From an optimization exercise on the open Yosys and OpenROAD flow, aimed at small area; shortcuts taken in it are not production practice. At most, simulation tests tie the RTL to the original design; equivalence was not proved. Power and IR drop assume default switching activity.

==> inputs of try-umber <==
## voice_filter
module voice_filter (
    input  wire        clk,
    input  wire        rst,        
    input  wire        start,
    input  wire [31:0] x,
    input  wire        topo,       
    input  wire [1:0]  ftype,      
    input  wire [31:0] a0,
    input  wire [31:0] a1,
    input  wire [31:0] a2,
    input  wire [31:0] b1,
    input  wire [31:0] b2,
    input  wire [31:0] f1,
    input  wire [31:0] q,
    output reg         done,
    output wire [31:0] y
);
Settings: LEC_CHECK=0, CAP_MARGIN=20, CORE_MARGIN=2, CORE_UTILIZATION=40, SLEW_MARGIN=20, BUFFER_PORTS_ARGS=-buffer_cell sky130_fd_sc_hd__buf_1, CTS_ARGS=-sink_clustering_enable -repair_clock_nets -dont_use_dummy_load -sink_clustering_size 16 -sink_clustering_max_diameter 120 -buf_list {sky130_fd_sc_hd__clkbuf_16}; clock period 22.0 ns.
standard.sh (not shown) runs the stock make flow with config.mk's settings and CLKGATE_MAP_FILE= SYNTH_SCRIPT=/design/flow/synth_recipe.tcl, a recipe that flattens the netlist after the stock synthesis.
==> flow/flow/run.sh <==
#!/bin/bash
# The standard layout (the standard.sh, standard synthesis included),
# with two changes: the buffer that placement puts on every input and output
# port is sky130_fd_sc_hd__buf_1, and clock tree synthesis adds no dummy
# loads, and its sink clusters and buffers are set below.
set -euo pipefail
cd "$(dirname "$0")/.."
cat >> config.mk <<'MK'
export BUFFER_PORTS_ARGS = -buffer_cell sky130_fd_sc_hd__buf_1
export CTS_ARGS = -sink_clustering_enable -repair_clock_nets -dont_use_dummy_load -sink_clustering_size 16 -sink_clustering_max_diameter 120 -buf_list {sky130_fd_sc_hd__clkbuf_16}
MK
bash standard.sh finish > standard_flow.log 2>&1
==> inputs of try-lagoon, as changes to try-umber <==
--- a/flow/design.v
+++ b/flow/design.v
@@ -32,12 +32,13 @@
     reg        swapped;
     reg [27:0] H;
     reg [26:0] L;
     reg signed [9:0] EH;
     reg        SH, SL;
     reg        nanF, infF;         
+    reg        zL, iL, nL;         
     localparam [1:0] K_MUL = 2'd0, K_ADD = 2'd1, K_LH = 2'd2;
     localparam [3:0] B_R = 4'd0, B_X = 4'd1, B_X1 = 4'd2, B_X2 = 4'd3,
                      B_Y1 = 4'd4, B_Y2 = 4'd5, B_LOW = 4'd6, B_BAND = 4'd7,
                      B_ACC = 4'd8, B_A0 = 4'd9, B_A1 = 4'd10, B_A2 = 4'd11,
                      B_B1 = 4'd12, B_B2 = 4'd13, B_F1 = 4'd14, B_Q = 4'd15;
     localparam [2:0] D_NONE = 3'd0, D_ACC = 3'd1, D_LOW = 3'd2,
@@ -216,25 +217,26 @@
                     pc <= 4'd0;
                     st <= S_MLOAD;
                 end
                 S_MLOAD: if (rdy) begin
                     L   <= {bm, 3'b000};
                     SL  <= bus[31];
-                    nanF <= bnan;    
-                    infF <= binf;    
+                    zL  <= bzero;
+                    iL  <= binf;
+                    nL  <= bnan;
                     H   <= 28'd0;
                     EH  <= eadd;
                     cnt <= 5'd0;
                     st  <= S_MIT;
                 end
                 S_MIT: begin
                     if (cnt == 5'd0) begin
                         EH   <= eadd;
                         SH   <= SL ^ bus[31];
-                        nanF <= nanF || bnan || (infF && bzero) || (binf && !(|L));
-                        infF <= infF || binf;
+                        nanF <= nL || bnan || (iL && bzero) || (binf && zL);
+                        infF <= iL || binf;
                     end
                     H   <= {1'b0, sum[28:2]};
                     L   <= {H[1:0], L[26:5], 3'b000};
                     cnt <= cnt + 5'd1;
                     if (cnt == 5'd11 && !(nanF || infF)) st <= S_NORM;
                 end
==> flow/flow/run.sh (replaced) <==
#!/bin/bash
# The standard layout (the standard.sh, standard synthesis included),
# with two changes: the buffer that placement puts on every input and output
# port is sky130_fd_sc_hd__buf_1, and clock tree synthesis adds no dummy
# loads, and its sink clusters and buffers are set below.
set -euo pipefail
cd "$(dirname "$0")/.."
cat >> config.mk <<'MK'
export BUFFER_PORTS_ARGS = -buffer_cell sky130_fd_sc_hd__buf_1
export CTS_ARGS = -sink_clustering_enable -repair_clock_nets -dont_use_dummy_load -sink_clustering_size 14 -sink_clustering_max_diameter 110 -buf_list {sky130_fd_sc_hd__clkbuf_16}
MK
bash standard.sh finish > standard_flow.log 2>&1
- CTS_ARGS: -sink_clustering_enable -repair_clock_nets -dont_use_dummy_load -sink_clustering_size 16 -sink_clustering_max_diameter 120 -buf_list {sky130_fd_sc_hd__clkbuf_16} -> -sink_clustering_enable -repair_clock_nets -dont_use_dummy_load -sink_clustering_size 14 -sink_clustering_max_diameter 110 -buf_list {sky130_fd_sc_hd__clkbuf_16}
==> inputs of try-fjord, as changes to try-umber <==
--- a/flow/design.v
+++ b/flow/design.v
@@ -21,23 +21,25 @@
     reg [5:0]  zf;
     reg [31:0] acc;                
     localparam [3:0] S_IDLE  = 4'd0,  S_MLOAD = 4'd1,  S_MIT   = 4'd2,
                      S_NORM  = 4'd3,  S_ROUND = 4'd4,  S_A0    = 4'd5,
                      S_SW1   = 4'd6,  S_SW2   = 4'd7,  S_A1    = 4'd8,
                      S_ALIGN = 4'd9,  S_LH    = 4'd10, S_WR    = 4'd11,
-                     S_UPD0  = 4'd12, S_UPDX  = 4'd13;
+                     S_UPD0  = 4'd12;
     reg [3:0]  st;
     reg [3:0]  pc;                 
-    reg [4:0]  cnt;                
+    reg [3:0]  cnt;                
     reg [2:0]  pend;               
     reg        swapped;
     reg [27:0] H;
     reg [26:0] L;
     reg signed [9:0] EH;
+    reg [7:0]  EL;
     reg        SH, SL;
     reg        nanF, infF;         
+    reg        zL, iL, nL;         
     localparam [1:0] K_MUL = 2'd0, K_ADD = 2'd1, K_LH = 2'd2;
     localparam [3:0] B_R = 4'd0, B_X = 4'd1, B_X1 = 4'd2, B_X2 = 4'd3,
                      B_Y1 = 4'd4, B_Y2 = 4'd5, B_LOW = 4'd6, B_BAND = 4'd7,
                      B_ACC = 4'd8, B_A0 = 4'd9, B_A1 = 4'd10, B_A2 = 4'd11,
                      B_B1 = 4'd12, B_B2 = 4'd13, B_F1 = 4'd14, B_Q = 4'd15;
     localparam [2:0] D_NONE = 3'd0, D_ACC = 3'd1, D_LOW = 3'd2,
@@ -88,15 +90,13 @@
                           (nxt[15:14] == K_ADD) ? S_A0 : S_LH;
     wire        e_ovf = !EH[9] && (EH[8:0] >= 9'd255);
     wire [31:0] R = nanF ? 32'h7FC00000 :
                     (infF || e_ovf) ? {SH, 8'hFF, 23'd0} :
                     {SH, H[26] ? EH[7:0] : 8'd0, H[25:3]};
     assign y = R;
-    wire [3:0] bsel = (st == S_MIT) ? c_coef :
-                      (st == S_UPDX) ? B_X :
-                      (st == S_SW1 || st == S_WR || st == S_UPD0) ? B_R : c_src;
+    wire [3:0] bsel = (st == S_MIT) ? c_coef : (st == S_SW1) ? B_R : c_src;
     reg  [2:0] rslot;
     always @(*) begin
         case (c_src)
             B_X2:   rslot = {2'b00, xsel};
             B_X1:   rslot = {2'b00, !xsel};
             B_Y2:   rslot = {2'b01, ysel};
@@ -140,46 +140,27 @@
     wire [28:0] p1 = (st == S_MIT) ? (L[3] ? {2'b00, bm, 3'b000} : 29'd0) :
                      addmode ? (eff_sub ? {1'b1, ~{1'b0, L}} : {2'b00, L}) :
                      (st == S_ROUND) ? {25'd0, rnd, 3'b000} : 29'd0;
     wire [28:0] p2 = (st == S_MIT && L[4]) ? {1'b0, bm, 4'b0000} : 29'd0;
     wire [28:0] sum = {1'b0, H} + p1 + p2 + {28'd0, addmode & eff_sub};
     wire signed [9:0] s_dn = 10'sd1 - EH;             
-    wire [7:0]  d_xh = bex - EH[7:0];
-    wire [7:0]  d_hx = EH[7:0] - bex;
+    wire [7:0]  d_al = EH[7:0] - EL;                  
     wire        sx = bus[31] ^ c_negx;
     wire        sy = SH ^ c_negy;
     wire        y_zero = (H[26:3] == 24'd0);
     wire        yinf   = infF || e_ovf;      
-    wire [2:0]  dslot = (st == S_UPDX) ? {2'b00, xsel} :
-                        (st == S_UPD0) ? {2'b01, ysel} :
+    wire [2:0]  dslot = (st == S_UPD0) ? {2'b01, ysel} :
                         (c_dest == D_LOW) ? 3'd4 : 3'd5;
-    wire        wr    = ((st == S_WR) || (st == S_UPD0) || (st == S_UPDX)) && (hs == dslot);
-    wire [31:0] tail  = wr ? bus : W0;
-    reg        e_useh, e_useb;
-    reg signed [9:0] e_k;
-    always @(*) begin
-        e_useh = 1'b1; e_useb = 1'b0; e_k = 10'sd0;
-        case (st)
-            S_MLOAD: begin e_useh = 1'b0; e_useb = 1'b1; e_k = -10'sd126; end
-            S_MIT:   begin e_useb = 1'b1; end
-            S_NORM:  begin
-                if (H[27] || (EH < 10'sd1 && s_dn < 10'sd2)) e_k = 10'sd1;
-                else if (EH < 10'sd1) e_k = 10'sd2;
-                else if ((H[26:19] == 8'd0) && (EH > 10'sd8)) e_k = -10'sd8;
-                else e_k = -10'sd1;
-            end
-            S_ROUND: e_k = 10'sd1;
-            default: begin e_useh = 1'b0; e_useb = 1'b1; end
-        endcase
-    end
-    wire signed [9:0] eadd = (e_useh ? EH : 10'sd0) + (e_useb ? $signed({2'b00, bex}) : 10'sd0) + e_k;
+    wire        wr_r  = ((st == S_WR) || (st == S_UPD0)) && (hs == dslot);
+    wire        wr_x  = (st == S_MLOAD) && rdy && (c_src == B_X2);
+    wire [31:0] tail  = wr_r ? R : wr_x ? x : W0;
     reg fin;
     always @(*) begin
         fin = 1'b0;
         case (st)
-            S_MIT:   fin = (cnt == 5'd11) && (nanF || infF);
+            S_MIT:   fin = (cnt == 4'd11) && (nanF || infF);
             S_ROUND: fin = 1'b1;
             S_A0:    fin = rdy && (bnan || nanF || binf || yinf || bzero || y_zero);
             S_LH:    fin = rdy;
             default: fin = 1'b0;
         endcase
     end
@@ -189,17 +170,17 @@
         hs <= (rst || hs >= 3'd5) ? 3'd0 : hs + 3'd1;
         if (rst) begin
             zf   <= 6'b111111;
             xsel <= 1'b0;
             ysel <= 1'b0;
         end else begin
-            if (wr)
+            if (wr_r || wr_x)
                 zf[hs] <= 1'b0;
-            if (wr && (st == S_UPDX))
+            if (wr_x)
                 xsel <= !xsel;
-            if (wr && (st == S_UPD0))
+            if (wr_r && (st == S_UPD0))
                 ysel <= !ysel;
         end
         if (pend == D_ACC)  acc <= R;
         if (rst) begin
             st   <= S_IDLE;
             pend <= D_NONE;
@@ -215,69 +196,70 @@
                 S_IDLE: if (start) begin
                     pc <= 4'd0;
                     st <= S_MLOAD;
                 end
                 S_MLOAD: if (rdy) begin
                     L   <= {bm, 3'b000};
+                    EL  <= bex;
                     SL  <= bus[31];
-                    nanF <= bnan;    
-                    infF <= binf;    
+                    zL  <= bzero;
+                    iL  <= binf;
+                    nL  <= bnan;
                     H   <= 28'd0;
-                    EH  <= eadd;
-                    cnt <= 5'd0;
+                    cnt <= 4'd0;
                     st  <= S_MIT;
                 end
                 S_MIT: begin
-                    if (cnt == 5'd0) begin
-                        EH   <= eadd;
+                    if (cnt == 4'd0) begin
+                        EH   <= $signed({2'b00, EL}) + $signed({2'b00, bex}) - 10'sd126;
                         SH   <= SL ^ bus[31];
-                        nanF <= nanF || bnan || (infF && bzero) || (binf && !(|L));
-                        infF <= infF || binf;
+                        nanF <= nL || bnan || (iL && bzero) || (binf && zL);
+                        infF <= iL || binf;
                     end
                     H   <= {1'b0, sum[28:2]};
                     L   <= {H[1:0], L[26:5], 3'b000};
-                    cnt <= cnt + 5'd1;
-                    if (cnt == 5'd11 && !(nanF || infF)) st <= S_NORM;
+                    cnt <= cnt + 4'd1;
+                    if (cnt == 4'd11 && !(nanF || infF)) st <= S_NORM;
                 end
                 S_NORM: begin
                     if (H[27]) begin
                         H  <= {1'b0, H[27:1]};
                         L  <= {H[0], L[26:2], L[1] | L[0]};
-                        EH <= eadd;
+                        EH <= EH + 10'sd1;
                     end else if (EH < 10'sd1) begin
                         if (s_dn >= 10'sd25) begin
                             H  <= 28'd0;
                             L  <= 27'd0;
                             EH <= 10'sd1;
                         end else if (s_dn >= 10'sd2) begin
-                            H  <= {1'b0, sum[28:2]};
+                            H  <= {2'b00, H[27:2]};
                             L  <= {H[1:0], L[26:5], L[4], L[3], |L[2:0]};
-                            EH <= eadd;
+                            EH <= EH + 10'sd2;
                         end else begin
                             H  <= {1'b0, H[27:1]};
                             L  <= {H[0], L[26:2], L[1] | L[0]};
-                            EH <= eadd;
+                            EH <= EH + 10'sd1;
                         end
                     end else if (!H[26] && (H != 28'd0) && (EH > 10'sd1)) begin
                         if ((H[26:19] == 8'd0) && (EH > 10'sd8)) begin
                             H  <= {H[19:0], L[26:19]};
                             L  <= {L[18:0], 8'd0};
-                            EH <= eadd;
+                            EH <= EH - 10'sd8;
                         end else begin
                             H  <= {H[26:0], L[26]};
                             L  <= {L[25:0], 1'b0};
-                            EH <= eadd;
+                            EH <= EH - 10'sd1;
                         end
                     end else begin
                         st <= S_ROUND;
                     end
                 end
                 S_ROUND: begin
                     if (sum[27]) begin
                         H  <= 28'h4000000;
-                        EH <= eadd;
+                        EH <= EH + 10'sd1;
                     end else begin
                         H <= {sum[27:3], 3'b000};
                     end
                     L <= 27'd0;
                 end
                 S_A0: if (rdy) begin
@@ -288,68 +270,68 @@
                         if (binf || yinf) begin
                             SH <= binf ? sx : sy;
                         end else if (y_zero && bzero) begin
                             SH <= sx & sy;
                         end else if (y_zero) begin
                             H  <= {1'b0, bm, 3'b000};
-                            EH <= eadd;
+                            EH <= $signed({2'b00, bex});
                             SH <= sx;
                         end else if (bzero) begin
                             SH <= sy;
                         end else if ($signed({2'b00, bex}) > EH) begin
                             swapped <= 1'b1;
                             st <= S_SW1;
                         end else begin
                             L  <= {bm, 3'b000};
-                            cnt <= (d_hx >= 8'd26) ? 5'd26 : d_hx[4:0];
+                            EL <= bex;
                             SL <= sx;
                             swapped <= 1'b0;
                             st <= S_A1;
                         end
                     end
                 end
                 S_SW1: begin
                     L  <= {bm, 3'b000};
+                    EL <= bex;
                     SL <= bus[31];
                     st <= S_SW2;
                 end
                 S_SW2: if (rdy) begin
                     H  <= {1'b0, bm, 3'b000};
-                    EH <= eadd;
+                    EH <= $signed({2'b00, bex});
                     SH <= sx;
-                    cnt <= (d_xh >= 8'd26) ? 5'd26 : d_xh[4:0];
                     st <= S_A1;
                 end
                 S_A1: begin
-                    if (eff_sub && (cnt == 5'd0) && !swapped && sum[28]) begin
+                    if (eff_sub && (EH[7:0] == EL) && !swapped && sum[28]) begin
                         swapped <= 1'b1;
                         st <= S_SW1;
                     end else begin
                         st <= S_ALIGN;
                     end
                 end
                 S_ALIGN: begin
-                    if (cnt >= 5'd26) begin
-                        L   <= {26'd0, |L};
-                        cnt <= 5'd0;
-                    end else if (cnt >= 5'd2) begin
-                        L   <= {H[1:0], L[26:5], L[4], L[3], |L[2:0]};
-                        cnt <= cnt - 5'd2;
-                    end else if (cnt == 5'd1) begin
-                        L   <= {H[0], L[26:2], L[1] | L[0]};
-                        cnt <= 5'd0;
+                    if (d_al >= 8'd26) begin
+                        L  <= {26'd0, |L};
+                        EL <= EH[7:0];
+                    end else if (d_al >= 8'd2) begin
+                        L  <= {H[1:0], L[26:5], L[4], L[3], |L[2:0]};
+                        EL <= EL + 8'd2;
+                    end else if (d_al == 8'd1) begin
+                        L  <= {H[0], L[26:2], L[1] | L[0]};
+                        EL <= EL + 8'd1;
                     end else begin
                         H <= sum[27:0];
                         L <= 27'd0;
                         if (sum[27:0] == 28'd0) SH <= 1'b0;
                         st <= S_NORM;
                     end
                 end
                 S_LH: if (rdy) begin
                     H    <= {1'b0, bm, 3'b000};
-                    EH   <= eadd;
+                    EH   <= $signed({2'b00, bex});
                     SH   <= bus[31];
                     nanF <= bnan;
                     infF <= binf;
                 end
                 S_WR: if (hs == dslot) begin
                     if (c_last) begin
@@ -357,24 +339,23 @@
                         done <= 1'b1;
                     end else begin
                         pc <= pc + 4'd1;
                         st <= n_first;
                     end
                 end
-                S_UPDX: if (hs == dslot) st <= S_UPD0;
                 S_UPD0: if (hs == dslot) begin
                     st   <= S_IDLE;
                     done <= 1'b1;
                 end
                 default: ;
             endcase
             if (fin) begin
                 if (c_dest == D_LOW || c_dest == D_BAND)
                     st <= S_WR;
                 else if (c_dest == D_Y1)
-                    st <= S_UPDX;
+                    st <= S_UPD0;
                 else if (c_last) begin
                     st   <= S_IDLE;
                     done <= 1'b1;
                 end else
                     st <= n_first;
             end
==> flow/flow/run.sh (replaced) <==
#!/bin/bash
# The standard layout (the standard.sh, standard synthesis included),
# with one change: the buffer that placement puts on every input and output
# port is sky130_fd_sc_hd__buf_1 instead of the flow's default choice.
set -euo pipefail
cd "$(dirname "$0")/.."
echo 'export BUFFER_PORTS_ARGS = -buffer_cell sky130_fd_sc_hd__buf_1' >> config.mk
bash standard.sh finish > standard_flow.log 2>&1
- CTS_ARGS: -sink_clustering_enable -repair_clock_nets -dont_use_dummy_load -sink_clustering_size 16 -sink_clustering_max_diameter 120 -buf_list {sky130_fd_sc_hd__clkbuf_16} -> unset
==> summary of the runs <==
In try-fjord the worst setup slack is lower than in try-umber, by 0.78 ns. Clock power, lowest first: try-umber, try-lagoon, try-fjord. First-iteration DRC count: try-fjord is larger than try-lagoon (11%). Flip-flop and latch count: try-lagoon is lower than try-fjord (7).
No functional check of the RTL was part of try-fjord.

## what the ideal ports hide
The flow's constraints put no driver on any port. The routed layouts listed below were extracted and timed again, unchanged, in two steps.
Step 1 sets driving cells, clkbuf_16 on the clock port and buf_2 on the other inputs (assumed; they add their load-dependent delay and slew).
Step 2 times the ports against the registers' clock, not the clock port: input delays grow and output delays shrink by t, the midpoint of the rising clock arrivals with the driver on.
Three values: ideal, step 1, step 2; two values: the first two.
| run | shift t [ns] | setup slack, ns | worst hold slack (ns) |
|---|---|---|---|
| try-umber | 0.608 | 9.627 / 9.653 / 9.045 | 0.314 / 0.314 / 0.314 |
| try-lagoon | 0.619 | 9.443 / 9.476 / 8.857 | 0.307 / 0.307 / 0.307 |
| try-fjord | 0.628 | 8.850 / 8.887 / 8.259 | 0.308 / 0.308 / 0.308 |
After both steps setup and hold are still met in every run listed. For try-fjord, which loses most, drivers alone change the setup slack by +0.037 ns; drivers and shift together by -0.591 ns.
